Background: an optimization exercise with open tools, aiming at small area and few clock cycles per item. Do not read the settings as production practice. Function was checked by simulation only, so behaviour that the tests miss may differ from the original. Power and IR drop assume default switching activity.

File: design/flow/flow/run.sh
#!/bin/bash
# The standard layout (the standard.sh), with the ports buffered by the
# smallest buffer cell instead of ORFS's default choice.
set -euo pipefail
export BUFFER_PORTS_ARGS="-buffer_cell sky130_fd_sc_hd__buf_1"
bash standard.sh > standard_flow.log 2>&1
File: design/flow/standard.sh
#!/bin/bash
# synth_recipe.tcl (not shown) runs the flow's synth.tcl, then flattens the netlist and writes it again
# the make line also repeats each setting of config.mk as NAME=value (left out here)
make -C /OpenROAD-flow-scripts/flow DESIGN_CONFIG=/design/flow/config.mk WORK_HOME=/design/flow/orfs CLKGATE_MAP_FILE= SYNTH_SCRIPT=/design/flow/synth_recipe.tcl "${@:-finish}"
File: design/flow/config.mk
export PLATFORM = sky130hd
export DESIGN_NAME = ax5031_qunit
export DESIGN_NICKNAME = ax5031_qunit
export VERILOG_FILES = /design/flow/design.v
export SDC_FILE = /design/flow/constraint.sdc
export NUM_CORES = 4
export LEC_CHECK = 0
export CAP_MARGIN = 0
export CORE_MARGIN = 2
export CORE_UTILIZATION = 40
export CTS_BUF_LIST = sky130_fd_sc_hd__clkbuf_8
export PLACE_DENSITY = 0.6
export SLEW_MARGIN = 0
export SYNTH_HIERARCHICAL = 1
export SYNTH_MINIMUM_KEEP_SIZE = 0
File: design/flow/constraint.sdc
create_clock -name core_clock -period 10.0 [get_ports {clk}]
set_input_delay 2.0000 -clock core_clock [delete_from_list [all_inputs] [get_ports {clk}]]
set_output_delay 2.0000 -clock core_clock [all_outputs]
set_load 0.01 [all_outputs]
File: design/flow/design.v
module ax5031_qunit (
    input  wire        clk,
    input  wire        rst,
    input  wire        in_valid,
    output wire        in_ready,
    input  wire [31:0] in_v,
    output reg         out_valid,
    input  wire        out_ready,
    output wire [32:0] out_q
);
    wire [31:0] nv = ~in_v;
    wire [32:0] q;
    reg  [32:0] q_r;
    assign in_ready = !out_valid || out_ready;
    assign out_q    = q_r;
    always @(posedge clk) begin
        if (rst)
            out_valid <= 1'b0;
        else if (in_ready)
            out_valid <= in_valid;
        if (in_ready && in_valid)
            q_r <= q;
    end
    wire w1, w2;
    qha p3h1 (.a(in_v[1]), .b(in_v[0]), .s(w1), .co(w2));
    wire w3, w4;
    qfa p3f1 (.a(in_v[2]), .b(in_v[1]), .c(w2), .s(w3), .co(w4));
    wire w5, w6;
    qfa p3f2 (.a(in_v[3]), .b(in_v[2]), .c(w4), .s(w5), .co(w6));
    wire w7, w8;
    qfa p3f3 (.a(in_v[4]), .b(in_v[3]), .c(w6), .s(w7), .co(w8));
    wire w9, w10;
    qha p3h2 (.a(in_v[5]), .b(in_v[4]), .s(w9), .co(w10));
    wire w11, w12;
    qfa p3f4 (.a(in_v[6]), .b(in_v[5]), .c(w10), .s(w11), .co(w12));
    wire w13, w14;
    qfa p3f5 (.a(in_v[7]), .b(in_v[6]), .c(w12), .s(w13), .co(w14));
    wire w15, w16;
    qfa p3f6 (.a(in_v[8]), .b(in_v[7]), .c(w14), .s(w15), .co(w16));
    wire w17, w18;
    qha p3h3 (.a(in_v[9]), .b(in_v[8]), .s(w17), .co(w18));
    wire w19, w20;
    qfa p3f7 (.a(in_v[10]), .b(in_v[9]), .c(w18), .s(w19), .co(w20));
    wire w21, w22;
    qfa p3f8 (.a(in_v[11]), .b(in_v[10]), .c(w20), .s(w21), .co(w22));
    wire w23, w24;
    qfa p3f9 (.a(in_v[12]), .b(in_v[11]), .c(w22), .s(w23), .co(w24));
    wire w25, w26;
    qha p3h4 (.a(in_v[13]), .b(in_v[12]), .s(w25), .co(w26));
    wire w27, w28;
    qfa p3f10 (.a(in_v[14]), .b(in_v[13]), .c(w26), .s(w27), .co(w28));
    wire w29, w30;
    qfa p3f11 (.a(in_v[15]), .b(in_v[14]), .c(w28), .s(w29), .co(w30));
    wire w31, w32;
    qfa p3f12 (.a(in_v[16]), .b(in_v[15]), .c(w30), .s(w31), .co(w32));
    wire w33, w34;
    qha p3h5 (.a(in_v[17]), .b(in_v[16]), .s(w33), .co(w34));
    wire w35, w36;
    qfa p3f13 (.a(in_v[18]), .b(in_v[17]), .c(w34), .s(w35), .co(w36));
    wire w37, w38;
    qfa p3f14 (.a(in_v[19]), .b(in_v[18]), .c(w36), .s(w37), .co(w38));
    wire w39, w40;
    qfa p3f15 (.a(in_v[20]), .b(in_v[19]), .c(w38), .s(w39), .co(w40));
    wire w41, w42;
    qha p3h6 (.a(in_v[21]), .b(in_v[20]), .s(w41), .co(w42));
    wire w43, w44;
    qfa p3f16 (.a(in_v[22]), .b(in_v[21]), .c(w42), .s(w43), .co(w44));
    wire w45, w46;
    qfa p3f17 (.a(in_v[23]), .b(in_v[22]), .c(w44), .s(w45), .co(w46));
    wire w47, w48;
    qfa p3f18 (.a(in_v[24]), .b(in_v[23]), .c(w46), .s(w47), .co(w48));
    wire w49, w50;
    qha p3h7 (.a(in_v[25]), .b(in_v[24]), .s(w49), .co(w50));
    wire w51, w52;
    qfa p3f19 (.a(in_v[26]), .b(in_v[25]), .c(w50), .s(w51), .co(w52));
    wire w53, w54;
    qfa p3f20 (.a(in_v[27]), .b(in_v[26]), .c(w52), .s(w53), .co(w54));
    wire w55, w56;
    qfa p3f21 (.a(in_v[28]), .b(in_v[27]), .c(w54), .s(w55), .co(w56));
    wire w57, w58;
    qha p3h8 (.a(in_v[29]), .b(in_v[28]), .s(w57), .co(w58));
    wire w59, w60;
    qfa p3f22 (.a(in_v[30]), .b(in_v[29]), .c(w58), .s(w59), .co(w60));
    wire w61, w62;
    qfa p3f23 (.a(in_v[31]), .b(in_v[30]), .c(w60), .s(w61), .co(w62));
    wire w63, w64;
    qha p3h9 (.a(in_v[31]), .b(w62), .s(w63), .co(w64));
    wire w65 = ~in_v[0];
    wire w66 = ~w1;
    wire w67 = ~w3;
    wire w68 = ~w5;
    wire w69 = ~w7;
    wire w70 = ~w9;
    wire w71 = ~w11;
    wire w72 = ~w13;
    wire w73 = ~w15;
    wire w74 = ~w17;
    wire w75 = ~w19;
    wire w76 = ~w21;
    wire w77 = ~w23;
    wire w78 = ~w25;
    wire w79 = ~w27;
    wire w80 = ~w29;
    wire w81 = ~w31;
    wire w82 = ~w33;
    wire w83 = ~w35;
    wire w84 = ~w37;
    wire w85 = ~w39;
    wire w86 = ~w41;
    wire w87 = ~w43;
    wire w88 = ~w45;
    wire w89 = ~w47;
    wire w90 = ~w49;
    wire w91 = ~w51;
    wire w92 = ~w53;
    wire w93 = ~w55;
    wire w94 = ~w57;
    wire w95 = ~w59;
    wire w96 = ~w61;
    wire w97 = ~w63;
    wire w98 = ~w64;
    wire w99 = ~w8;
    wire w100 = ~w16;
    wire w101 = ~w24;
    wire w102 = ~w32;
    wire w103 = ~w40;
    wire w104 = ~w48;
    wire w105 = ~w56;
    wire w106, w107;
    qha h10 (.a(in_v[0]), .b(in_v[16]), .s(w106), .co(w107));
    wire w108, w109;
    qha h11 (.a(nv[0]), .b(in_v[3]), .s(w108), .co(w109));
    wire w110, w111;
    qha h12 (.a(nv[4]), .b(in_v[7]), .s(w110), .co(w111));
    wire w112, w113;
    qha h13 (.a(nv[5]), .b(in_v[8]), .s(w112), .co(w113));
    wire w114, w115;
    qxnor cx1 (.a(in_v[18]), .b(in_v[23]), .y(w114));
    qor co1 (.a(in_v[18]), .b(in_v[23]), .y(w115));
    wire w116, w117;
    qha h14 (.a(in_v[26]), .b(in_v[28]), .s(w116), .co(w117));
    wire w118, w119;
    qfa f24 (.a(in_v[1]), .b(in_v[17]), .c(in_v[19]), .s(w118), .co(w119));
    wire w120, w121;
    qfa f25 (.a(in_v[24]), .b(in_v[27]), .c(in_v[29]), .s(w120), .co(w121));
    wire w122, w123;
    qha h15 (.a(w107), .b(w79), .s(w122), .co(w123));
    wire w124, w125;
    qfa f26 (.a(in_v[2]), .b(in_v[18]), .c(in_v[20]), .s(w124), .co(w125));
    wire w126, w127;
    qfa f27 (.a(in_v[25]), .b(in_v[28]), .c(in_v[30]), .s(w126), .co(w127));
    wire w128, w129;
    qha h16 (.a(w80), .b(w15), .s(w128), .co(w129));
    wire w130, w131;
    qfa f28 (.a(in_v[3]), .b(in_v[19]), .c(in_v[21]), .s(w130), .co(w131));
    wire w132, w133;
    qfa f29 (.a(in_v[26]), .b(in_v[29]), .c(in_v[31]), .s(w132), .co(w133));
    wire w134, w135;
    qfa f30 (.a(w17), .b(w16), .c(w81), .s(w134), .co(w135));
    wire w136, w137;
    qxnor cx2 (.a(in_v[4]), .b(in_v[20]), .y(w136));
    qor co2 (.a(in_v[4]), .b(in_v[20]), .y(w137));
    wire w138, w139;
    qfa f31 (.a(in_v[22]), .b(in_v[27]), .c(in_v[30]), .s(w138), .co(w139));
    wire w140, w141;
    qfa f32 (.a(w82), .b(w19), .c(w102), .s(w140), .co(w141));
    wire w142, w143;
    qxnor cx3 (.a(in_v[0]), .b(in_v[5]), .y(w142));
    qor co3 (.a(in_v[0]), .b(in_v[5]), .y(w143));
    wire w144, w145;
    qfa f33 (.a(in_v[21]), .b(in_v[23]), .c(in_v[28]), .s(w144), .co(w145));
    wire w146, w147;
    qfa f34 (.a(in_v[31]), .b(w83), .c(w21), .s(w146), .co(w147));
    wire w148, w149;
    qxnor cx4 (.a(in_v[1]), .b(in_v[6]), .y(w148));
    qor co4 (.a(in_v[1]), .b(in_v[6]), .y(w149));
    wire w150, w151;
    qfa f35 (.a(in_v[22]), .b(in_v[24]), .c(in_v[29]), .s(w150), .co(w151));
    wire w152, w153;
    qha h17 (.a(w84), .b(w23), .s(w152), .co(w153));
    wire w154, w155;
    qxnor cx5 (.a(in_v[2]), .b(in_v[7]), .y(w154));
    qor co5 (.a(in_v[2]), .b(in_v[7]), .y(w155));
    wire w156, w157;
    qfa f36 (.a(in_v[23]), .b(in_v[25]), .c(in_v[30]), .s(w156), .co(w157));
    wire w158, w159;
    qfa f37 (.a(w25), .b(w24), .c(w85), .s(w158), .co(w159));
    wire w160, w161;
    qxnor cx6 (.a(in_v[8]), .b(in_v[24]), .y(w160));
    qor co6 (.a(in_v[8]), .b(in_v[24]), .y(w161));
    wire w162, w163;
    qfa f38 (.a(in_v[26]), .b(in_v[31]), .c(w108), .s(w162), .co(w163));
    wire w164, w165;
    qfa f39 (.a(w86), .b(w27), .c(w103), .s(w164), .co(w165));
    wire w166, w167;
    qxnor cx7 (.a(nv[1]), .b(in_v[4]), .y(w166));
    qor co7 (.a(nv[1]), .b(in_v[4]), .y(w167));
    wire w168, w169;
    qfa f40 (.a(in_v[9]), .b(in_v[25]), .c(in_v[27]), .s(w168), .co(w169));
    wire w170, w171;
    qfa f41 (.a(w109), .b(w87), .c(w29), .s(w170), .co(w171));
    wire w172, w173;
    qxnor cx8 (.a(nv[2]), .b(in_v[5]), .y(w172));
    qor co8 (.a(nv[2]), .b(in_v[5]), .y(w173));
    wire w174, w175;
    qfa f42 (.a(in_v[10]), .b(in_v[26]), .c(in_v[28]), .s(w174), .co(w175));
    wire w176, w177;
    qha h18 (.a(w88), .b(w31), .s(w176), .co(w177));
    wire w178, w179;
    qfa f43 (.a(nv[3]), .b(in_v[6]), .c(in_v[11]), .s(w178), .co(w179));
    wire w180, w181;
    qfa f44 (.a(in_v[27]), .b(in_v[29]), .c(w65), .s(w180), .co(w181));
    wire w182, w183;
    qfa f45 (.a(w33), .b(w32), .c(w89), .s(w182), .co(w183));
    wire w184, w185;
    qxnor cx9 (.a(in_v[12]), .b(in_v[28]), .y(w184));
    qor co9 (.a(in_v[12]), .b(in_v[28]), .y(w185));
    wire w186, w187;
    qfa f46 (.a(in_v[30]), .b(w110), .c(w66), .s(w186), .co(w187));
    wire w188, w189;
    qfa f47 (.a(w90), .b(w35), .c(w104), .s(w188), .co(w189));
    wire w190, w191;
    qxnor cx10 (.a(in_v[13]), .b(in_v[29]), .y(w190));
    qor co10 (.a(in_v[13]), .b(in_v[29]), .y(w191));
    wire w192, w193;
    qfa f48 (.a(in_v[31]), .b(w111), .c(w112), .s(w192), .co(w193));
    wire w194, w195;
    qfa f49 (.a(w67), .b(w91), .c(w37), .s(w194), .co(w195));
    wire w196, w197;
    qxnor cx11 (.a(nv[6]), .b(in_v[9]), .y(w196));
    qor co11 (.a(nv[6]), .b(in_v[9]), .y(w197));
    wire w198, w199;
    qfa f50 (.a(in_v[14]), .b(in_v[30]), .c(w113), .s(w198), .co(w199));
    wire w200, w201;
    qfa f51 (.a(w68), .b(w92), .c(w39), .s(w200), .co(w201));
    wire w202, w203;
    qxnor cx12 (.a(nv[7]), .b(in_v[10]), .y(w202));
    qor co12 (.a(nv[7]), .b(in_v[10]), .y(w203));
    wire w204, w205;
    qfa f52 (.a(in_v[15]), .b(in_v[31]), .c(w41), .s(w204), .co(w205));
    wire w206, w207;
    qfa f53 (.a(w40), .b(w69), .c(w93), .s(w206), .co(w207));
    wire w208, w209;
    qfa f54 (.a(nv[8]), .b(in_v[11]), .c(in_v[16]), .s(w208), .co(w209));
    wire w210, w211;
    qfa f55 (.a(w70), .b(w94), .c(w43), .s(w210), .co(w211));
    wire w212, w213;
    qha h19 (.a(w99), .b(w105), .s(w212), .co(w213));
    wire w214, w215;
    qfa f56 (.a(nv[0]), .b(nv[9]), .c(in_v[12]), .s(w214), .co(w215));
    wire w216, w217;
    qfa f57 (.a(in_v[17]), .b(w71), .c(w95), .s(w216), .co(w217));
    wire w218, w219;
    qxnor cx13 (.a(nv[1]), .b(nv[10]), .y(w218));
    qor co13 (.a(nv[1]), .b(nv[10]), .y(w219));
    wire w220, w221;
    qfa f58 (.a(in_v[13]), .b(in_v[18]), .c(w72), .s(w220), .co(w221));
    wire w222, w223;
    qxnor cx14 (.a(nv[2]), .b(nv[11]), .y(w222));
    qor co14 (.a(nv[2]), .b(nv[11]), .y(w223));
    wire w224, w225;
    qfa f59 (.a(in_v[14]), .b(in_v[19]), .c(w49), .s(w224), .co(w225));
    wire w226, w227;
    qha h20 (.a(w48), .b(w97), .s(w226), .co(w227));
    wire w228, w229;
    qfa f60 (.a(nv[3]), .b(nv[12]), .c(in_v[15]), .s(w228), .co(w229));
    wire w230, w231;
    qfa f61 (.a(in_v[20]), .b(w74), .c(w51), .s(w230), .co(w231));
    wire w232, w233;
    qha h21 (.a(w98), .b(w100), .s(w232), .co(w233));
    wire w234, w235;
    qfa f62 (.a(nv[4]), .b(nv[13]), .c(in_v[16]), .s(w234), .co(w235));
    wire w236, w237;
    qha h22 (.a(in_v[21]), .b(w75), .s(w236), .co(w237));
    wire w238, w239;
    qxnor cx15 (.a(nv[5]), .b(nv[14]), .y(w238));
    qor co15 (.a(nv[5]), .b(nv[14]), .y(w239));
    wire w240, w241;
    qha h23 (.a(in_v[17]), .b(in_v[22]), .s(w240), .co(w241));
    wire w242, w243;
    qxnor cx16 (.a(nv[6]), .b(nv[15]), .y(w242));
    qor co16 (.a(nv[6]), .b(nv[15]), .y(w243));
    wire w244, w245;
    qfa f63 (.a(in_v[18]), .b(in_v[23]), .c(w57), .s(w244), .co(w245));
    wire w246, w247;
    qfa f64 (.a(nv[7]), .b(nv[16]), .c(in_v[19]), .s(w246), .co(w247));
    wire w248, w249;
    qha h24 (.a(in_v[24]), .b(w78), .s(w248), .co(w249));
    wire w250, w251;
    qxnor cx17 (.a(nv[8]), .b(nv[17]), .y(w250));
    qor co17 (.a(nv[8]), .b(nv[17]), .y(w251));
    wire w252, w253;
    qha h25 (.a(in_v[20]), .b(in_v[25]), .s(w252), .co(w253));
    wire w254, w255;
    qxnor cx18 (.a(nv[9]), .b(nv[18]), .y(w254));
    qor co18 (.a(nv[9]), .b(nv[18]), .y(w255));
    wire w256, w257;
    qha h26 (.a(in_v[21]), .b(in_v[26]), .s(w256), .co(w257));
    wire w258, w259;
    qxnor cx19 (.a(nv[10]), .b(nv[19]), .y(w258));
    qor co19 (.a(nv[10]), .b(nv[19]), .y(w259));
    wire w260, w261;
    qha h27 (.a(in_v[22]), .b(in_v[27]), .s(w260), .co(w261));
    wire w262, w263;
    qfa f65 (.a(nv[11]), .b(nv[20]), .c(in_v[23]), .s(w262), .co(w263));
    wire w264, w265;
    qha h28 (.a(nv[12]), .b(nv[21]), .s(w264), .co(w265));
    wire w266, w267;
    qha h29 (.a(nv[13]), .b(nv[22]), .s(w266), .co(w267));
    wire w268, w269;
    qha h30 (.a(nv[14]), .b(nv[23]), .s(w268), .co(w269));
    wire w270, w271;
    qfa f66 (.a(w116), .b(w106), .c(w78), .s(w270), .co(w271));
    wire w272, w273;
    qfa f67 (.a(w117), .b(w118), .c(w120), .s(w272), .co(w273));
    wire w274, w275;
    qha h31 (.a(w115), .b(w13), .s(w274), .co(w275));
    wire w276, w277;
    qfa f68 (.a(w119), .b(w121), .c(w124), .s(w276), .co(w277));
    wire w278, w279;
    qfa f69 (.a(w126), .b(w123), .c(w128), .s(w278), .co(w279));
    wire w280, w281;
    qfa f70 (.a(w125), .b(w127), .c(w130), .s(w280), .co(w281));
    wire w282, w283;
    qfa f71 (.a(w132), .b(w129), .c(w134), .s(w282), .co(w283));
    wire w284, w285;
    qfa f72 (.a(w131), .b(w133), .c(w138), .s(w284), .co(w285));
    wire w286, w287;
    qfa f73 (.a(w136), .b(w140), .c(w135), .s(w286), .co(w287));
    wire w288, w289;
    qfa f74 (.a(w139), .b(w144), .c(w137), .s(w288), .co(w289));
    wire w290, w291;
    qfa f75 (.a(w142), .b(w146), .c(w141), .s(w290), .co(w291));
    wire w292, w293;
    qfa f76 (.a(w145), .b(w150), .c(w143), .s(w292), .co(w293));
    wire w294, w295;
    qfa f77 (.a(w148), .b(w147), .c(w152), .s(w294), .co(w295));
    wire w296, w297;
    qfa f78 (.a(w151), .b(w156), .c(w149), .s(w296), .co(w297));
    wire w298, w299;
    qfa f79 (.a(w154), .b(w153), .c(w158), .s(w298), .co(w299));
    wire w300, w301;
    qfa f80 (.a(w157), .b(w155), .c(w160), .s(w300), .co(w301));
    wire w302, w303;
    qfa f81 (.a(w162), .b(w164), .c(w159), .s(w302), .co(w303));
    wire w304, w305;
    qfa f82 (.a(w168), .b(w161), .c(w166), .s(w304), .co(w305));
    wire w306, w307;
    qfa f83 (.a(w163), .b(w170), .c(w165), .s(w306), .co(w307));
    wire w308, w309;
    qfa f84 (.a(w169), .b(w174), .c(w167), .s(w308), .co(w309));
    wire w310, w311;
    qfa f85 (.a(w172), .b(w171), .c(w176), .s(w310), .co(w311));
    wire w312, w313;
    qfa f86 (.a(w175), .b(w178), .c(w173), .s(w312), .co(w313));
    wire w314, w315;
    qfa f87 (.a(w180), .b(w177), .c(w182), .s(w314), .co(w315));
    wire w316, w317;
    qfa f88 (.a(w179), .b(w181), .c(w184), .s(w316), .co(w317));
    wire w318, w319;
    qfa f89 (.a(w186), .b(w188), .c(w183), .s(w318), .co(w319));
    wire w320, w321;
    qfa f90 (.a(w185), .b(w190), .c(w192), .s(w320), .co(w321));
    wire w322, w323;
    qfa f91 (.a(w187), .b(w194), .c(w189), .s(w322), .co(w323));
    wire w324, w325;
    qfa f92 (.a(w191), .b(w196), .c(w193), .s(w324), .co(w325));
    wire w326, w327;
    qfa f93 (.a(w198), .b(w195), .c(w200), .s(w326), .co(w327));
    wire w328, w329;
    qfa f94 (.a(w197), .b(w202), .c(w199), .s(w328), .co(w329));
    wire w330, w331;
    qfa f95 (.a(w204), .b(w201), .c(w206), .s(w330), .co(w331));
    wire w332, w333;
    qfa f96 (.a(w208), .b(w203), .c(w205), .s(w332), .co(w333));
    wire w334, w335;
    qfa f97 (.a(w210), .b(w212), .c(w207), .s(w334), .co(w335));
    wire w336, w337;
    qfa f98 (.a(w209), .b(w214), .c(w211), .s(w336), .co(w337));
    wire w338, w339;
    qfa f99 (.a(w45), .b(w216), .c(w213), .s(w338), .co(w339));
    wire w340, w341;
    qfa f100 (.a(w215), .b(w218), .c(w217), .s(w340), .co(w341));
    wire w342, w343;
    qfa f101 (.a(w96), .b(w47), .c(w220), .s(w342), .co(w343));
    wire w344, w345;
    qfa f102 (.a(w219), .b(w222), .c(w224), .s(w344), .co(w345));
    wire w346, w347;
    qfa f103 (.a(w221), .b(w73), .c(w226), .s(w346), .co(w347));
    wire w348, w349;
    qfa f104 (.a(w228), .b(w223), .c(w225), .s(w348), .co(w349));
    wire w350, w351;
    qfa f105 (.a(w230), .b(w227), .c(w232), .s(w350), .co(w351));
    wire w352, w353;
    qfa f106 (.a(w229), .b(w234), .c(w231), .s(w352), .co(w353));
    wire w354, w355;
    qfa f107 (.a(w53), .b(w236), .c(w233), .s(w354), .co(w355));
    wire w356, w357;
    qfa f108 (.a(w240), .b(w235), .c(w238), .s(w356), .co(w357));
    wire w358, w359;
    qfa f109 (.a(w237), .b(w76), .c(w55), .s(w358), .co(w359));
    wire w360, w361;
    qfa f110 (.a(w241), .b(w239), .c(w242), .s(w360), .co(w361));
    wire w362, w363;
    qfa f111 (.a(w244), .b(w56), .c(w77), .s(w362), .co(w363));
    wire w364, w365;
    qfa f112 (.a(w246), .b(w243), .c(w245), .s(w364), .co(w365));
    wire w366, w367;
    qfa f113 (.a(w59), .b(w248), .c(w101), .s(w366), .co(w367));
    wire w368, w369;
    qfa f114 (.a(w252), .b(w247), .c(w250), .s(w368), .co(w369));
    wire w370, w371;
    qfa f115 (.a(w249), .b(w79), .c(w61), .s(w370), .co(w371));
    wire w372, w373;
    qfa f116 (.a(w253), .b(w256), .c(w251), .s(w372), .co(w373));
    wire w374, w375;
    qfa f117 (.a(w254), .b(w80), .c(w63), .s(w374), .co(w375));
    wire w376, w377;
    qfa f118 (.a(w257), .b(w260), .c(w255), .s(w376), .co(w377));
    wire w378, w379;
    qfa f119 (.a(w258), .b(w64), .c(w81), .s(w378), .co(w379));
    wire w380, w381;
    qfa f120 (.a(in_v[28]), .b(w261), .c(w82), .s(w380), .co(w381));
    wire w382, w383;
    qfa f121 (.a(w262), .b(w259), .c(w102), .s(w382), .co(w383));
    wire w384, w385;
    qxnor cx20 (.a(in_v[24]), .b(in_v[29]), .y(w384));
    qor co20 (.a(in_v[24]), .b(in_v[29]), .y(w385));
    wire w386, w387;
    qfa f122 (.a(w264), .b(w263), .c(w83), .s(w386), .co(w387));
    wire w388, w389;
    qxnor cx21 (.a(in_v[25]), .b(in_v[30]), .y(w388));
    qor co21 (.a(in_v[25]), .b(in_v[30]), .y(w389));
    wire w390, w391;
    qfa f123 (.a(w265), .b(w266), .c(w84), .s(w390), .co(w391));
    wire w392, w393;
    qxnor cx22 (.a(in_v[26]), .b(in_v[31]), .y(w392));
    qor co22 (.a(in_v[26]), .b(in_v[31]), .y(w393));
    wire w394, w395;
    qfa f124 (.a(w267), .b(w268), .c(w85), .s(w394), .co(w395));
    wire w396, w397;
    qfa f125 (.a(nv[15]), .b(nv[24]), .c(in_v[27]), .s(w396), .co(w397));
    wire w398, w399;
    qfa f126 (.a(w269), .b(w86), .c(w103), .s(w398), .co(w399));
    wire w400, w401;
    qxnor cx23 (.a(nv[16]), .b(nv[25]), .y(w400));
    qor co23 (.a(nv[16]), .b(nv[25]), .y(w401));
    wire w402, w403;
    qha h32 (.a(in_v[28]), .b(w87), .s(w402), .co(w403));
    wire w404, w405;
    qxnor cx24 (.a(nv[17]), .b(nv[26]), .y(w404));
    qor co24 (.a(nv[17]), .b(nv[26]), .y(w405));
    wire w406, w407;
    qha h33 (.a(in_v[29]), .b(w88), .s(w406), .co(w407));
    wire w408, w409;
    qxnor cx25 (.a(nv[18]), .b(nv[27]), .y(w408));
    qor co25 (.a(nv[18]), .b(nv[27]), .y(w409));
    wire w410, w411;
    qha h34 (.a(in_v[30]), .b(w89), .s(w410), .co(w411));
    wire w412, w413;
    qfa f127 (.a(nv[19]), .b(nv[28]), .c(in_v[31]), .s(w412), .co(w413));
    wire w414, w415;
    qha h35 (.a(w90), .b(w104), .s(w414), .co(w415));
    wire w416, w417;
    qxnor cx26 (.a(nv[20]), .b(nv[29]), .y(w416));
    qor co26 (.a(nv[20]), .b(nv[29]), .y(w417));
    wire w418, w419;
    qha h36 (.a(nv[21]), .b(nv[30]), .s(w418), .co(w419));
    wire w420, w421;
    qha h37 (.a(nv[22]), .b(nv[31]), .s(w420), .co(w421));
    wire w422 = ~nv[23];
    wire w423, w424;
    qha h38 (.a(w114), .b(w11), .s(w423), .co(w424));
    wire w425, w426;
    qfa f128 (.a(w271), .b(w272), .c(w122), .s(w425), .co(w426));
    wire w427, w428;
    qfa f129 (.a(w273), .b(w276), .c(w275), .s(w427), .co(w428));
    wire w429, w430;
    qfa f130 (.a(w277), .b(w280), .c(w279), .s(w429), .co(w430));
    wire w431, w432;
    qfa f131 (.a(w281), .b(w284), .c(w283), .s(w431), .co(w432));
    wire w433, w434;
    qfa f132 (.a(w285), .b(w288), .c(w290), .s(w433), .co(w434));
    wire w435, w436;
    qfa f133 (.a(w289), .b(w292), .c(w291), .s(w435), .co(w436));
    wire w437, w438;
    qfa f134 (.a(w293), .b(w296), .c(w295), .s(w437), .co(w438));
    wire w439, w440;
    qfa f135 (.a(w297), .b(w300), .c(w299), .s(w439), .co(w440));
    wire w441, w442;
    qfa f136 (.a(w301), .b(w304), .c(w306), .s(w441), .co(w442));
    wire w443, w444;
    qfa f137 (.a(w308), .b(w305), .c(w307), .s(w443), .co(w444));
    wire w445, w446;
    qfa f138 (.a(w309), .b(w312), .c(w311), .s(w445), .co(w446));
    wire w447, w448;
    qfa f139 (.a(w313), .b(w316), .c(w315), .s(w447), .co(w448));
    wire w449, w450;
    qfa f140 (.a(w317), .b(w320), .c(w322), .s(w449), .co(w450));
    wire w451, w452;
    qfa f141 (.a(w324), .b(w321), .c(w323), .s(w451), .co(w452));
    wire w453, w454;
    qfa f142 (.a(w325), .b(w328), .c(w327), .s(w453), .co(w454));
    wire w455, w456;
    qfa f143 (.a(w329), .b(w332), .c(w331), .s(w455), .co(w456));
    wire w457, w458;
    qfa f144 (.a(w333), .b(w336), .c(w338), .s(w457), .co(w458));
    wire w459, w460;
    qfa f145 (.a(w337), .b(w340), .c(w339), .s(w459), .co(w460));
    wire w461, w462;
    qfa f146 (.a(w344), .b(w341), .c(w343), .s(w461), .co(w462));
    wire w463, w464;
    qfa f147 (.a(w345), .b(w348), .c(w347), .s(w463), .co(w464));
    wire w465, w466;
    qfa f148 (.a(w349), .b(w352), .c(w351), .s(w465), .co(w466));
    wire w467, w468;
    qfa f149 (.a(w356), .b(w353), .c(w358), .s(w467), .co(w468));
    wire w469, w470;
    qfa f150 (.a(w357), .b(w360), .c(w359), .s(w469), .co(w470));
    wire w471, w472;
    qfa f151 (.a(w361), .b(w364), .c(w366), .s(w471), .co(w472));
    wire w473, w474;
    qfa f152 (.a(w368), .b(w365), .c(w370), .s(w473), .co(w474));
    wire w475, w476;
    qfa f153 (.a(w372), .b(w369), .c(w371), .s(w475), .co(w476));
    wire w477, w478;
    qfa f154 (.a(w373), .b(w376), .c(w375), .s(w477), .co(w478));
    wire w479, w480;
    qfa f155 (.a(w377), .b(w380), .c(w382), .s(w479), .co(w480));
    wire w481, w482;
    qfa f156 (.a(w384), .b(w381), .c(w386), .s(w481), .co(w482));
    wire w483, w484;
    qfa f157 (.a(w385), .b(w388), .c(w387), .s(w483), .co(w484));
    wire w485, w486;
    qfa f158 (.a(w389), .b(w392), .c(w391), .s(w485), .co(w486));
    wire w487, w488;
    qfa f159 (.a(w396), .b(w393), .c(w398), .s(w487), .co(w488));
    wire w489, w490;
    qfa f160 (.a(w397), .b(w400), .c(w402), .s(w489), .co(w490));
    wire w491, w492;
    qfa f161 (.a(w401), .b(w404), .c(w403), .s(w491), .co(w492));
    wire w493, w494;
    qfa f162 (.a(w405), .b(w408), .c(w407), .s(w493), .co(w494));
    wire w495, w496;
    qfa f163 (.a(w412), .b(w409), .c(w414), .s(w495), .co(w496));
    wire w497, w498;
    qfa f164 (.a(w413), .b(w416), .c(w91), .s(w497), .co(w498));
    wire w499, w500;
    qxnor cx27 (.a(w418), .b(w417), .y(w499));
    qor co27 (.a(w418), .b(w417), .y(w500));
    wire w501, w502;
    qxnor cx28 (.a(w419), .b(w420), .y(w501));
    qor co28 (.a(w419), .b(w420), .y(w502));
    wire w503, w504;
    qfa f165 (.a(w421), .b(w422), .c(w94), .s(w503), .co(w504));
    wire w505, w506;
    qha h39 (.a(nv[24]), .b(nv[23]), .s(w505), .co(w506));
    wire w507 = ~nv[25];
    wire w508 = ~nv[26];
    wire w509 = ~nv[27];
    wire w510, w511;
    qha h40 (.a(w270), .b(w423), .s(w510), .co(w511));
    wire w512, w513;
    qfa f166 (.a(w424), .b(w274), .c(w425), .s(w512), .co(w513));
    wire w514, w515;
    qfa f167 (.a(w426), .b(w427), .c(w278), .s(w514), .co(w515));
    wire w516, w517;
    qfa f168 (.a(w428), .b(w282), .c(w429), .s(w516), .co(w517));
    wire w518, w519;
    qfa f169 (.a(w286), .b(w430), .c(w431), .s(w518), .co(w519));
    wire w520, w521;
    qfa f170 (.a(w287), .b(w433), .c(w432), .s(w520), .co(w521));
    wire w522, w523;
    qfa f171 (.a(w294), .b(w434), .c(w435), .s(w522), .co(w523));
    wire w524, w525;
    qfa f172 (.a(w298), .b(w436), .c(w437), .s(w524), .co(w525));
    wire w526, w527;
    qfa f173 (.a(w302), .b(w438), .c(w439), .s(w526), .co(w527));
    wire w528, w529;
    qfa f174 (.a(w303), .b(w441), .c(w440), .s(w528), .co(w529));
    wire w530, w531;
    qfa f175 (.a(w310), .b(w442), .c(w443), .s(w530), .co(w531));
    wire w532, w533;
    qfa f176 (.a(w314), .b(w444), .c(w445), .s(w532), .co(w533));
    wire w534, w535;
    qfa f177 (.a(w318), .b(w446), .c(w447), .s(w534), .co(w535));
    wire w536, w537;
    qfa f178 (.a(w319), .b(w449), .c(w448), .s(w536), .co(w537));
    wire w538, w539;
    qfa f179 (.a(w326), .b(w450), .c(w451), .s(w538), .co(w539));
    wire w540, w541;
    qfa f180 (.a(w330), .b(w452), .c(w453), .s(w540), .co(w541));
    wire w542, w543;
    qfa f181 (.a(w334), .b(w454), .c(w455), .s(w542), .co(w543));
    wire w544, w545;
    qfa f182 (.a(w335), .b(w457), .c(w456), .s(w544), .co(w545));
    wire w546, w547;
    qfa f183 (.a(w342), .b(w458), .c(w459), .s(w546), .co(w547));
    wire w548, w549;
    qfa f184 (.a(w346), .b(w460), .c(w461), .s(w548), .co(w549));
    wire w550, w551;
    qfa f185 (.a(w350), .b(w462), .c(w463), .s(w550), .co(w551));
    wire w552, w553;
    qfa f186 (.a(w354), .b(w464), .c(w465), .s(w552), .co(w553));
    wire w554, w555;
    qfa f187 (.a(w355), .b(w467), .c(w466), .s(w554), .co(w555));
    wire w556, w557;
    qfa f188 (.a(w362), .b(w468), .c(w469), .s(w556), .co(w557));
    wire w558, w559;
    qfa f189 (.a(w363), .b(w470), .c(w471), .s(w558), .co(w559));
    wire w560, w561;
    qfa f190 (.a(w367), .b(w473), .c(w472), .s(w560), .co(w561));
    wire w562, w563;
    qfa f191 (.a(w374), .b(w474), .c(w475), .s(w562), .co(w563));
    wire w564, w565;
    qfa f192 (.a(w476), .b(w378), .c(w477), .s(w564), .co(w565));
    wire w566, w567;
    qfa f193 (.a(w379), .b(w478), .c(w479), .s(w566), .co(w567));
    wire w568, w569;
    qfa f194 (.a(w481), .b(w383), .c(w480), .s(w568), .co(w569));
    wire w570, w571;
    qfa f195 (.a(w482), .b(w483), .c(w390), .s(w570), .co(w571));
    wire w572, w573;
    qfa f196 (.a(w484), .b(w485), .c(w394), .s(w572), .co(w573));
    wire w574, w575;
    qfa f197 (.a(w486), .b(w395), .c(w487), .s(w574), .co(w575));
    wire w576, w577;
    qfa f198 (.a(w489), .b(w399), .c(w488), .s(w576), .co(w577));
    wire w578, w579;
    qfa f199 (.a(w490), .b(w406), .c(w491), .s(w578), .co(w579));
    wire w580, w581;
    qfa f200 (.a(w492), .b(w410), .c(w493), .s(w580), .co(w581));
    wire w582, w583;
    qfa f201 (.a(w494), .b(w411), .c(w495), .s(w582), .co(w583));
    wire w584, w585;
    qfa f202 (.a(w497), .b(w415), .c(w496), .s(w584), .co(w585));
    wire w586, w587;
    qfa f203 (.a(w499), .b(w498), .c(w92), .s(w586), .co(w587));
    wire w588, w589;
    qfa f204 (.a(w501), .b(w500), .c(w93), .s(w588), .co(w589));
    wire w590, w591;
    qfa f205 (.a(w502), .b(w503), .c(w105), .s(w590), .co(w591));
    wire w592, w593;
    qfa f206 (.a(w505), .b(w504), .c(w95), .s(w592), .co(w593));
    wire w594, w595;
    qfa f207 (.a(w507), .b(w506), .c(w96), .s(w594), .co(w595));
    wire w596, w597;
    qfa f208 (.a(nv[25]), .b(w508), .c(w97), .s(w596), .co(w597));
    wire w598, w599;
    qfa f209 (.a(nv[26]), .b(w509), .c(w98), .s(w598), .co(w599));
    wire w600, w601;
    qha h41 (.a(nv[28]), .b(nv[27]), .s(w600), .co(w601));
    wire w602 = ~nv[29];
    wire w603 = ~nv[30];
    wire w604 = ~nv[31];
    wire [49:0] ra = {nv[31], nv[30], nv[29], w601, w599, w597, w595, w593, w591, w589, w587, w585, w583, w581, w579, w577, w575, w573, w571, w569, w567, w565, w563, w561, w559, w557, w555, w553, w551, w549, w547, w545, w543, w541, w539, w537, w535, w533, w531, w529, w527, w525, w523, w521, w519, w517, w515, w513, w511, w510};
    wire [49:0] rb = {1'b0, w604, w603, w602, w600, w598, w596, w594, w592, w590, w588, w586, w584, w582, w580, w578, w576, w574, w572, w570, w568, w566, w564, w562, w560, w558, w556, w554, w552, w550, w548, w546, w544, w542, w540, w538, w536, w534, w532, w530, w528, w526, w524, w522, w520, w518, w516, w514, w512, w101};
    wire [49:0] sum;
    wire l1c0 = ra[0] & rb[0];
    wire l1c1;
    qmaj lm1_1 (.a(ra[1]), .b(rb[1]), .c(l1c0), .y(l1c1));
    wire l1c2;
    qmaj lm1_2 (.a(ra[2]), .b(rb[2]), .c(l1c1), .y(l1c2));
    wire l1c3;
    qmaj lm1_3 (.a(ra[3]), .b(rb[3]), .c(l1c2), .y(l1c3));
    wire l1c4;
    qmaj lm1_4 (.a(ra[4]), .b(rb[4]), .c(l1c3), .y(l1c4));
    wire l1c5;
    qmaj lm1_5 (.a(ra[5]), .b(rb[5]), .c(l1c4), .y(l1c5));
    wire l2z6 = ra[6] & rb[6];
    wire l2o6 = ra[6] | rb[6];
    wire l2z7, l2o7;
    qmaj lz2_7 (.a(ra[7]), .b(rb[7]), .c(l2z6), .y(l2z7));
    qmaj lo2_7 (.a(ra[7]), .b(rb[7]), .c(l2o6), .y(l2o7));
    wire l2z8, l2o8;
    qmaj lz2_8 (.a(ra[8]), .b(rb[8]), .c(l2z7), .y(l2z8));
    qmaj lo2_8 (.a(ra[8]), .b(rb[8]), .c(l2o7), .y(l2o8));
    wire l2z9, l2o9;
    qmaj lz2_9 (.a(ra[9]), .b(rb[9]), .c(l2z8), .y(l2z9));
    qmaj lo2_9 (.a(ra[9]), .b(rb[9]), .c(l2o8), .y(l2o9));
    wire l2z10, l2o10;
    qmaj lz2_10 (.a(ra[10]), .b(rb[10]), .c(l2z9), .y(l2z10));
    qmaj lo2_10 (.a(ra[10]), .b(rb[10]), .c(l2o9), .y(l2o10));
    wire l2z11, l2o11;
    qmaj lz2_11 (.a(ra[11]), .b(rb[11]), .c(l2z10), .y(l2z11));
    qmaj lo2_11 (.a(ra[11]), .b(rb[11]), .c(l2o10), .y(l2o11));
    wire lc2 = l2z11 | (l1c5 & l2o11);
    wire l3z12 = ra[12] & rb[12];
    wire l3o12 = ra[12] | rb[12];
    wire l3z13, l3o13;
    qmaj lz3_13 (.a(ra[13]), .b(rb[13]), .c(l3z12), .y(l3z13));
    qmaj lo3_13 (.a(ra[13]), .b(rb[13]), .c(l3o12), .y(l3o13));
    wire l3z14, l3o14;
    qmaj lz3_14 (.a(ra[14]), .b(rb[14]), .c(l3z13), .y(l3z14));
    qmaj lo3_14 (.a(ra[14]), .b(rb[14]), .c(l3o13), .y(l3o14));
    wire l3z15, l3o15;
    qmaj lz3_15 (.a(ra[15]), .b(rb[15]), .c(l3z14), .y(l3z15));
    qmaj lo3_15 (.a(ra[15]), .b(rb[15]), .c(l3o14), .y(l3o15));
    wire l3z16, l3o16;
    qmaj lz3_16 (.a(ra[16]), .b(rb[16]), .c(l3z15), .y(l3z16));
    qmaj lo3_16 (.a(ra[16]), .b(rb[16]), .c(l3o15), .y(l3o16));
    wire lc3 = l3z16 | (lc2 & l3o16);
    wire b4s17, b4c17;
    qha bh4_17 (.a(ra[17]), .b(rb[17]), .s(b4s17), .co(b4c17));
    wire b4s18, b4c18;
    qfa bf4_18 (.a(ra[18]), .b(rb[18]), .c(b4c17), .s(b4s18), .co(b4c18));
    wire b4s19, b4c19;
    qfa bf4_19 (.a(ra[19]), .b(rb[19]), .c(b4c18), .s(b4s19), .co(b4c19));
    wire b4s20, b4c20;
    qfa bf4_20 (.a(ra[20]), .b(rb[20]), .c(b4c19), .s(b4s20), .co(b4c20));
    wire b4s21, b4c21;
    qfa bf4_21 (.a(ra[21]), .b(rb[21]), .c(b4c20), .s(b4s21), .co(b4c21));
    assign sum[17] = b4s17 ^ lc3;
    assign sum[18] = b4s18 ^ (lc3 & b4s17);
    wire b4p18 = b4s17 & b4s18;
    assign sum[19] = b4s19 ^ (lc3 & b4p18);
    wire b4p19 = b4p18 & b4s19;
    assign sum[20] = b4s20 ^ (lc3 & b4p19);
    wire b4p20 = b4p19 & b4s20;
    assign sum[21] = b4s21 ^ (lc3 & b4p20);
    wire b4p21 = b4p20 & b4s21;
    wire bc4 = b4c21 | (lc3 & b4p21);
    wire b5s22, b5c22;
    qha bh5_22 (.a(ra[22]), .b(rb[22]), .s(b5s22), .co(b5c22));
    wire b5s23, b5c23;
    qfa bf5_23 (.a(ra[23]), .b(rb[23]), .c(b5c22), .s(b5s23), .co(b5c23));
    wire b5s24, b5c24;
    qfa bf5_24 (.a(ra[24]), .b(rb[24]), .c(b5c23), .s(b5s24), .co(b5c24));
    wire b5s25, b5c25;
    qfa bf5_25 (.a(ra[25]), .b(rb[25]), .c(b5c24), .s(b5s25), .co(b5c25));
    wire b5s26, b5c26;
    qfa bf5_26 (.a(ra[26]), .b(rb[26]), .c(b5c25), .s(b5s26), .co(b5c26));
    assign sum[22] = b5s22 ^ bc4;
    assign sum[23] = b5s23 ^ (bc4 & b5s22);
    wire b5p23 = b5s22 & b5s23;
    assign sum[24] = b5s24 ^ (bc4 & b5p23);
    wire b5p24 = b5p23 & b5s24;
    assign sum[25] = b5s25 ^ (bc4 & b5p24);
    wire b5p25 = b5p24 & b5s25;
    assign sum[26] = b5s26 ^ (bc4 & b5p25);
    wire b5p26 = b5p25 & b5s26;
    wire bc5 = b5c26 | (bc4 & b5p26);
    wire b6s27, b6c27;
    qha bh6_27 (.a(ra[27]), .b(rb[27]), .s(b6s27), .co(b6c27));
    wire b6s28, b6c28;
    qfa bf6_28 (.a(ra[28]), .b(rb[28]), .c(b6c27), .s(b6s28), .co(b6c28));
    wire b6s29, b6c29;
    qfa bf6_29 (.a(ra[29]), .b(rb[29]), .c(b6c28), .s(b6s29), .co(b6c29));
    wire b6s30, b6c30;
    qfa bf6_30 (.a(ra[30]), .b(rb[30]), .c(b6c29), .s(b6s30), .co(b6c30));
    wire b6s31, b6c31;
    qfa bf6_31 (.a(ra[31]), .b(rb[31]), .c(b6c30), .s(b6s31), .co(b6c31));
    assign sum[27] = b6s27 ^ bc5;
    assign sum[28] = b6s28 ^ (bc5 & b6s27);
    wire b6p28 = b6s27 & b6s28;
    assign sum[29] = b6s29 ^ (bc5 & b6p28);
    wire b6p29 = b6p28 & b6s29;
    assign sum[30] = b6s30 ^ (bc5 & b6p29);
    wire b6p30 = b6p29 & b6s30;
    assign sum[31] = b6s31 ^ (bc5 & b6p30);
    wire b6p31 = b6p30 & b6s31;
    wire bc6 = b6c31 | (bc5 & b6p31);
    wire b7s32, b7c32;
    qha bh7_32 (.a(ra[32]), .b(rb[32]), .s(b7s32), .co(b7c32));
    wire b7s33, b7c33;
    qfa bf7_33 (.a(ra[33]), .b(rb[33]), .c(b7c32), .s(b7s33), .co(b7c33));
    wire b7s34, b7c34;
    qfa bf7_34 (.a(ra[34]), .b(rb[34]), .c(b7c33), .s(b7s34), .co(b7c34));
    wire b7s35, b7c35;
    qfa bf7_35 (.a(ra[35]), .b(rb[35]), .c(b7c34), .s(b7s35), .co(b7c35));
    wire b7s36, b7c36;
    qfa bf7_36 (.a(ra[36]), .b(rb[36]), .c(b7c35), .s(b7s36), .co(b7c36));
    assign sum[32] = b7s32 ^ bc6;
    assign sum[33] = b7s33 ^ (bc6 & b7s32);
    wire b7p33 = b7s32 & b7s33;
    assign sum[34] = b7s34 ^ (bc6 & b7p33);
    wire b7p34 = b7p33 & b7s34;
    assign sum[35] = b7s35 ^ (bc6 & b7p34);
    wire b7p35 = b7p34 & b7s35;
    assign sum[36] = b7s36 ^ (bc6 & b7p35);
    wire b7p36 = b7p35 & b7s36;
    wire bc7 = b7c36 | (bc6 & b7p36);
    wire b8s37, b8c37;
    qha bh8_37 (.a(ra[37]), .b(rb[37]), .s(b8s37), .co(b8c37));
    wire b8s38, b8c38;
    qfa bf8_38 (.a(ra[38]), .b(rb[38]), .c(b8c37), .s(b8s38), .co(b8c38));
    wire b8s39, b8c39;
    qfa bf8_39 (.a(ra[39]), .b(rb[39]), .c(b8c38), .s(b8s39), .co(b8c39));
    wire b8s40, b8c40;
    qfa bf8_40 (.a(ra[40]), .b(rb[40]), .c(b8c39), .s(b8s40), .co(b8c40));
    wire b8s41, b8c41;
    qfa bf8_41 (.a(ra[41]), .b(rb[41]), .c(b8c40), .s(b8s41), .co(b8c41));
    assign sum[37] = b8s37 ^ bc7;
    assign sum[38] = b8s38 ^ (bc7 & b8s37);
    wire b8p38 = b8s37 & b8s38;
    assign sum[39] = b8s39 ^ (bc7 & b8p38);
    wire b8p39 = b8p38 & b8s39;
    assign sum[40] = b8s40 ^ (bc7 & b8p39);
    wire b8p40 = b8p39 & b8s40;
    assign sum[41] = b8s41 ^ (bc7 & b8p40);
    wire b8p41 = b8p40 & b8s41;
    wire bc8 = b8c41 | (bc7 & b8p41);
    wire b9s42, b9c42;
    qha bh9_42 (.a(ra[42]), .b(rb[42]), .s(b9s42), .co(b9c42));
    wire b9s43, b9c43;
    qfa bf9_43 (.a(ra[43]), .b(rb[43]), .c(b9c42), .s(b9s43), .co(b9c43));
    wire b9s44, b9c44;
    qfa bf9_44 (.a(ra[44]), .b(rb[44]), .c(b9c43), .s(b9s44), .co(b9c44));
    wire b9s45, b9c45;
    qfa bf9_45 (.a(ra[45]), .b(rb[45]), .c(b9c44), .s(b9s45), .co(b9c45));
    assign sum[42] = b9s42 ^ bc8;
    assign sum[43] = b9s43 ^ (bc8 & b9s42);
    wire b9p43 = b9s42 & b9s43;
    assign sum[44] = b9s44 ^ (bc8 & b9p43);
    wire b9p44 = b9p43 & b9s44;
    assign sum[45] = b9s45 ^ (bc8 & b9p44);
    wire b9p45 = b9p44 & b9s45;
    wire bc9 = b9c45 | (bc8 & b9p45);
    wire b10s46, b10c46;
    qha bh10_46 (.a(ra[46]), .b(rb[46]), .s(b10s46), .co(b10c46));
    wire b10s47, b10c47;
    qfa bf10_47 (.a(ra[47]), .b(rb[47]), .c(b10c46), .s(b10s47), .co(b10c47));
    wire b10s48, b10c48;
    qfa bf10_48 (.a(ra[48]), .b(rb[48]), .c(b10c47), .s(b10s48), .co(b10c48));
    wire b10s49, b10c49;
    qfa bf10_49 (.a(ra[49]), .b(rb[49]), .c(b10c48), .s(b10s49), .co(b10c49));
    assign sum[46] = b10s46 ^ bc9;
    assign sum[47] = b10s47 ^ (bc9 & b10s46);
    wire b10p47 = b10s46 & b10s47;
    assign sum[48] = b10s48 ^ (bc9 & b10p47);
    wire b10p48 = b10p47 & b10s48;
    assign sum[49] = b10s49 ^ (bc9 & b10p48);
    wire b10p49 = b10p48 & b10s49;
    wire bc10 = b10c49 | (bc9 & b10p49);
    assign q = ~sum[49:17];
endmodule
module qfa (input wire a, input wire b, input wire c, output wire s, output wire co);
    assign s  = a ^ b ^ c;
    assign co = (a & b) | (a & c) | (b & c);
endmodule
module qha (input wire a, input wire b, output wire s, output wire co);
    assign s  = a ^ b;
    assign co = a & b;
endmodule
module qmaj (input wire a, input wire b, input wire c, output wire y);
    assign y = (a & b) | (a & c) | (b & c);
endmodule
module qxnor (input wire a, input wire b, output wire y);
    assign y = ~(a ^ b);
endmodule
module qor (input wire a, input wire b, output wire y);
    assign y = a | b;
endmodule
==> run summary, run 1 <==
Fmax: 0.113 GHz
Sequential-to-total area share from yosys stat: 0.126
Routed len/inst: 23.4 microns
Layout cells sized above 1: 0.0935
Post-CTS setup buffer count: 0
Port-buffer cells: 70
Detailed Route Iter0 Violations: 301
Minimum clock period: 8.82 ns
YS warnings: 7
Hold_buf cts: 0
Internal power: 1.84 mW
Final Cycle Share: 0.882
RD Place Congestion: 0.991
Pwr Density: 389 nW/um^2
Critical path class: in -> reg
Inst Count DP: 931
Insertion delay to the later sink of the worst-skew pair: 0.30 ns
Die height: 146 microns
Fin nets: 998
Area growth from synthesis to layout: 10.4%
H-tree levels: 2
Gate Count Post-Synth: 578
Detailed placement HPWL: 19,800 microns
Starting Density: 0.411
Post_cts resized: 0
Boundary Pins: 71
Most frequent cell after synthesis: fa_1
Worst Slack Setup Final: 1.18 ns
Worst slack, placed: 0.840 ns
Clk buf depth: 2
DIE WIDTH: 146 microns
Syn Nets: 903
Filler cells: 1,793
Mean Syn Cell Area: 13.9 sq um
Min-Delay Path Class: reg -> reg
CP required: 10.04 ns
Hold Vio Cnt, Final: 0
Dominant synthesized flop cell: edfxtp_1
Clk pwr share: 0.034
Critical Path End Type: flop
Maximum number of pins on one net before global-route repair: 34
Rel. slew slack: 0.471
Distinct cells, synth: 40
Tot GR Track Use: 0.219
Total core area: 19,600 sq um
Row count: 51
Synth top cells by count: fa_1 (235), inv_1 (83), ha_1 (54)
# setup viols final: 0
Routed vias/inst: 5.15
Yosys top cell by area: fa_1
Top post-synthesis cells by area: fa_1 (58%), edfxtp_1 (12%), ha_1 (8.4%), xnor2_1 (4.7%), inv_1 (3.9%)
Number of buffers created by CTS: 5
Ys async rst share: 0
P_leak: 3.55 nW
Top cell type's share of synthesized area: 0.585
Clock Skew: 0.0112 ns
DRC viols: 0
CP max FO: 3
Worst-Margin Slew: 0.794 ns
First-pass GRT wire length: 34,000 microns
Clock Sinks: 34
#FFs+latches synth: 34
Count of non-filler cells in the finished layout: 939
Antenna viol nets, final: 0
Total number of vias: 4,835
Switching share of power: 0.468
Vias in the first global route: 5,788
Post-Syn Area: 8050 sq um
Drt first pass iters: 5
Sequential share of power: 0.115
Initial antenna violation count: 0
RSZ-0062 raised after global routing: no
Sw Pwr: 1.62 mW
Critical Path AT: 8.86 ns
Post-synth EDFFs: 33
Worst Setup Start Kind: input port
Fin util: 0.454
Final Power: 3.46 mW
CTS tree: built
# Max-Cap Violations: 0
CTS clk-pin slew, worst paths: 0.06 ns
Status: finished clean
Sum Neg Setup Slack: 0 ns
Maximum vdd drop: 0.000179 V
Diodes inserted: 0
Die Footprint: 21,300 sq um
Combinational Power Share: 0.851
Final Max Slew Viols: 0
Total detailed-routing wirelength: 22,000 microns
Total congestion overflow: 0
CTS root buf: clkbuf_8
## power by group through the flow
stage	logic, mW	clock network [mW]	registers [mW]
4_1_cts	2.98	0.123	0.399
5_1_grt	3.32	0.129	0.404
3_5_place_dp	2.96	0	0.402
6_report	2.94	0.118	0.397
2_1_floorplan	2.22	0	0.441
3_3_place_gp	2.89	0	0.402
## cell usage in the layout, fill, tap and decap left out, types with 2 or more instances in the layout
| cell type | count |
|---|---|
| maj3_2 | 23 |
| nand2b_1 | 2 |
| xor2_1 | 11 |
| buf_1 | 70 |
| inv_1 | 83 |
| fa_1 | 235 |
| and3_1 | 4 |
| ha_1 | 54 |
| and2_1 | 4 |
| or2_2 | 2 |
| nor2_1 | 9 |
| buf_4 | 18 |
| or2_1 | 28 |
| edfxtp_1 | 33 |
| o21ai_0 | 2 |
| nand2_1 | 6 |
| a21oi_1 | 3 |
| nand3_1 | 6 |
| nand4_1 | 6 |
| clkbuf_8 | 8 |
| nor2b_1 | 3 |
| xnor2_1 | 43 |
## layout make-up
cell class / count / area, sq um / share of cell area
multi-input cells: 461 / 6730 / 0.757
flip-flops and latches: 34 / 1010 / 0.114
repair buffers: 88 / 398 / 0.0448
well taps: 265 / 332 / 0.0373
inverters: 83 / 312 / 0.0351
clock buffers: 8 / 110 / 0.0124
## per-stage QoR
step / cell area (sq um) / hold WS, ns
floorplan: 8050 / 0.593
global placement: 8780 / 0.492
global route: 8890 / 0.534
detailed placement: 8780 / 0.510
CTS: 8890 / 0.518
finish: 8890 / 0.509
## per-layer routing
metal	vias up	share of wire	GRT usage
met1	2590	0.42	0.288
met3	32	0.070	0.0495
met5	-	0	0
met2	197	0.49	0.367
li1	2016	-	-
met4	0	0.022	0.0588
## modules after synthesis (local to each module, per instance)
module / flops+latches / cell area [sq um]
qxnor: 0 / 8.76
ax5031_qunit: 34 / 2060
qha: 0 / 12.5
qor: 0 / 6.26
qfa: 0 / 20.0
qmaj: 0 / 11.3
## state kept, by name, indices dropped and copies added (netlist names)
name,cells
q_r,33
out_valid,1
## worst max-delay path, cell delays in order
cell and delay [ns]:
buf_1 0.12, ha_1 0.23, fa_1 0.39, fa_1 0.40
fa_1 0.54, inv_1 0.10, fa_1 0.47, fa_1 0.41
fa_1 0.39, fa_1 0.38, or2_2 0.29, maj3_2 0.32
maj3_2 0.31, maj3_2 0.31, maj3_2 0.31, maj3_2 0.33
a211oi_2 0.37, nor3_2 0.16, a21oi_1 0.27, nor2b_2 0.10
a31oi_1 0.26, inv_1 0.09, ha_1 0.20, xnor2_1 0.12
## path summary, 6_finish.rpt
check | startpoint | to | slack (ns) | cells past startpoint
max reg2reg | out_valid$_SDFFE_PP0N_ | q_r[12]$_DFFE_PP_ | 8.74 | 3
min reg2reg | out_valid$_SDFFE_PP0N_ | out_valid$_SDFFE_PP0N_ | 0.51 | 2
max | in_v[13] | q_r[16]$_DFFE_PP_ | 1.18 | 24
min | out_valid$_SDFFE_PP0N_ | out_valid$_SDFFE_PP0N_ | 0.51 | 2
## cell families after synthesis
group,Yosys count,synth area share
DFF,34,0.126
and+or+nand+nor,78,0.0589
adders and majority gates,312,0.701
xor gates and xnor gates,55,0.0608
buffers and inverters,83,0.0387
AOI/OAI and AO/OA,15,0.0148
other,1,0.000466
Testbench counts, summed over its fixed seeds: cycles 6,006, items 6,000.
==> run 2, diff against run 1 <==
--- a/design/flow/config.mk
+++ b/design/flow/config.mk
@@ -6,10 +6,10 @@
 export NUM_CORES = 4
 export LEC_CHECK = 0
-export CAP_MARGIN = 0
+export CAP_MARGIN = 20
 export CORE_MARGIN = 2
 export CORE_UTILIZATION = 40
 export CTS_BUF_LIST = sky130_fd_sc_hd__clkbuf_8
 export PLACE_DENSITY = 0.6
-export SLEW_MARGIN = 0
+export SLEW_MARGIN = 20
 export SYNTH_HIERARCHICAL = 1
 export SYNTH_MINIMUM_KEEP_SIZE = 0
==> run summary, run 2 <==
Total number of vias: 4,835 (unchanged)
Maximum vdd drop: 0.000179 V (unchanged)
Max FFs per register: 33 (unchanged)
DRC viols: 0 (unchanged)
Biggest regs: q_r (33), out_valid (1)
Syn Nets: 903 (unchanged)
Detailed placement HPWL: 19,800 microns (unchanged)
Post-synth EDFFs: 33 (unchanged)
CTS tree: built
Detailed Route Iter0 Violations: 301 (unchanged)
CP required: 10.04 ns (about the same)
RD Place Congestion: 0.991 (unchanged)
Vias in the first global route: 5,788 (unchanged)
Status: finished clean
HP Start: out_valid$_SDFFE_PP0N_
H-tree levels: 2 (unchanged)
Routed vias/inst: 5.15 (unchanged)
Ys async rst share: 0 (unchanged)
Worst r2r src: out_valid$_SDFFE_PP0N_
Routed len/inst: 23.4 microns (unchanged)
DIE WIDTH: 146 microns (unchanged)
Final Cycle Share: 0.882 (unchanged)
Fin nets: 998 (unchanged)
Total congestion overflow: 0 (unchanged)
Met2 WL post-DR: 10,800 microns (unchanged)
Critical Path AT: 8.86 ns (about the same)
# setup viols final: 0 (unchanged)
DR WL met3: 1540 microns (unchanged)
Post_cts resized: 0 (unchanged)
Most frequent cell after synthesis: fa_1
Yosys top cell by area: fa_1
Clock Sinks: 34 (unchanged)
Top post-synthesis cells by area: fa_1 (58%), edfxtp_1 (12%), ha_1 (8.4%), xnor2_1 (4.7%), inv_1 (3.9%)
Top Layer Used: met4
Diodes inserted: 0 (unchanged)
Total core area: 19,600 sq um (unchanged)
Gate Count Post-Synth: 578 (unchanged)
# Max-Cap Violations: 0 (unchanged)
Worst-Margin Slew: 0.794 ns (unchanged)
Maximum number of pins on one net before global-route repair: 34 (unchanged)
RSZ-0062 raised after global routing: no
Hold Vio Cnt, Final: 0 (unchanged)
P_leak: 3.55 nW (unchanged)
Critical path class: in -> reg
Most common cell after layout, fill and taps aside: fa_1
Tot GR Track Use: 0.219 (unchanged)
Die height: 146 microns (unchanged)
Most frequent cells in the layout: fa_1 (235), inv_1 (83), buf_1 (70)
Post-CTS setup buffer count: 0 (unchanged)
#FFs+latches synth: 34 (unchanged)
Rel. slew slack: 0.471 (unchanged)
Clock Skew: 0.0112 ns (unchanged)
Final Max Slew Viols: 0 (unchanged)
Fmax: 0.113 GHz (unchanged)
Flop2flop setup slack: 8.74 ns (about the same)
Layout cells sized above 1: 0.0935 (unchanged)
Starting Density: 0.411 (unchanged)
Hold depth: 2 (unchanged)
Filler cells: 1,793 (unchanged)
WHS: 0.509 ns (unchanged)
Critical register-to-register path endpoint: q_r[12]$_DFFE_PP_
Hold Path Sink: out_valid$_SDFFE_PP0N_
Number of buffers created by CTS: 5 (unchanged)
Boundary Pins: 71 (unchanged)
Row count: 51 (unchanged)
Die Footprint: 21,300 sq um (unchanged)
Area occupied by registers: 1010 sq um (unchanged)
Most flops, register: q_r
Clk buf depth: 2 (unchanged)
Post-Syn Area: 8050 sq um (unchanged)
Pwr Density: 389 nW/um^2 (unchanged)
Antenna viol nets, final: 0 (unchanged)
Min-Delay Path Class: reg -> reg
Sequential-to-total area share from yosys stat: 0.126 (unchanged)
Reg2Reg Depth: 3 (unchanged)
Total detailed-routing wirelength: 22,000 microns (unchanged)
Top cell type's share of synthesized area: 0.585 (unchanged)
Distinct cells, synth: 40 (unchanged)
Hold_buf cts: 0 (unchanged)
First-pass GRT wire length: 34,000 microns (unchanged)
Critical Path End Type: flop
Initial antenna violation count: 0 (unchanged)
CTS clk-pin slew, worst paths: 0.06 ns (about the same)
Mean Syn Cell Area: 13.9 sq um (unchanged)
Insertion delay to the later sink of the worst-skew pair: 0.30 ns (about the same)
Drt first pass iters: 5 (unchanged)
Footprint of the multi-input gates: 6730 sq um (unchanged)
CP max FO: 3 (unchanged)
Worst Setup Start Kind: input port
Area growth from synthesis to layout: 10.4% (unchanged)
Dominant synthesized flop cell: edfxtp_1
Sum Neg Setup Slack: 0 ns (unchanged)
Synth top cells by count: fa_1 (235), inv_1 (83), ha_1 (54)
Met1 Wirelength: 9140 microns (unchanged)
Port-buffer cells: 70 (unchanged)
YS warnings: 7 (unchanged)
Minimum clock period: 8.82 ns (unchanged)
CTS root buf: clkbuf_8
-- run 2: cell counts after synthesis --
Identical to the previous run, type by type.
-- run 2: critical path, cell delays in order --
cell and delay, ns:
buf_1 0.12, ha_1 0.23, fa_1 0.39, fa_1 0.40, fa_1 0.54, inv_1 0.10
fa_1 0.47, fa_1 0.41, fa_1 0.39, fa_1 0.38, or2_2 0.29, maj3_2 0.32
maj3_2 0.31, maj3_2 0.31, maj3_2 0.31, maj3_2 0.33, a211oi_2 0.37, nor3_2 0.16
a21oi_1 0.27, nor2b_2 0.10, a31oi_1 0.26, inv_1 0.09, ha_1 0.20, xnor2_1 0.12
-- run 2: how the worst max path moves through the flow --
stage / startpoint / end / slack (ns) / cells after the start
CTS: in_v[25] / q_r[16]$_DFFE_PP_ / 1.18 / 23
finish: in_v[13] / q_r[16]$_DFFE_PP_ / 1.18 / 24
global route: in_v[25] / q_r[16]$_DFFE_PP_ / 0.95 / 23
global placement: in_v[14] / q_r[16]$_DFFE_PP_ / 1.0 / 23
floorplan: in_v[13] / q_r[16]$_DFFE_PP_ / 1.65 / 23
detailed placement: in_v[25] / q_r[16]$_DFFE_PP_ / 0.84 / 23
-- run 2: per-module statistics from Yosys (local to each module, per instance) --
module | area (sq um) | flops+latches | times used
qha | 12.5 | 0 | 48
qmaj | 11.3 | 0 | 23
ax5031_qunit | 2060 | 34 | 1
qor | 6.26 | 0 | 28
qfa | 20.0 | 0 | 235
qxnor | 8.76 | 0 | 28
-- run 2: through the flow --
step	cell area [sq um]	setup slack (ns)	instances	utilization	total power, mW
global route	8890	0.948	939	0.454	3.85
floorplan	8050	1.65	578	-	2.66
detailed placement	8780	0.840	931	0.448	3.37
CTS	8890	1.18	939	0.454	3.50
finish	8890	1.18	939	0.454	3.46
global placement	8780	0.996	931	0.448	3.29
-- run 2: final cells by class --
type / count / area share
inverters: 83 / 0.0351
clock buffers: 8 / 0.0124
flip-flops and latches: 34 / 0.114
multi-input cells: 461 / 0.757
well taps: 265 / 0.0373
repair buffers: 88 / 0.0448
-- run 2: logic make-up after synthesis --
kind of cell | after synthesis | share of synthesized area
xor+xnor | 55 | 0.0608
flops | 34 | 0.126
fa+ha+maj | 312 | 0.701
simple gates | 78 | 0.0589
compound gates | 15 | 0.0148
buf+inv | 83 | 0.0387
other cells | 1 | 0.000466
-- run 2: layer usage --
layer / GRT usage / vias up
met2: 0.367 / 197
li1: - / 2016
met5: 0 / -
met4: 0.0588 / 0
met1: 0.288 / 2590
met3: 0.0495 / 32
-- run 2: power breakdown --
group / internal (mW) / leakage (nW) / switching [mW]
clock: 0.0695 / 0.0575 / 0.0489
combinational: 1.38 / 3.17 / 1.56
sequential: 0.383 / 0.328 / 0.0145
total: 1.84 / 3.55 / 1.62

port drivers added, routing unchanged:
The flow's constraints put no driver on any port. The routed layouts listed below were extracted and timed again, unchanged, in two steps.
Step 1 sets driving cells, clkbuf_16 on the clock port and buf_2 on the other inputs (assumed; they add their load-dependent delay and slew).
Step 2 adds t to the input delays and takes it off the output delays; t is the mean of the earliest and latest rising clock arrival at the registers after step 1. Input paths then give back, and output paths get back, about the clock's delay inside the block.
a / b / c = ideal ports / drivers / drivers and shift; a / b = the first two.
| run | shift t [ns] | slack for setup (ns) | worst setup path at the end |
|---|---|---|---|
| run 1 | 0.322 | 1.180 / 1.183 / 0.862 | input to register |
| run 2 | 0.322 | 1.180 / 1.183 / 0.862 | input to register |
After both steps setup and hold are still met in every run listed.
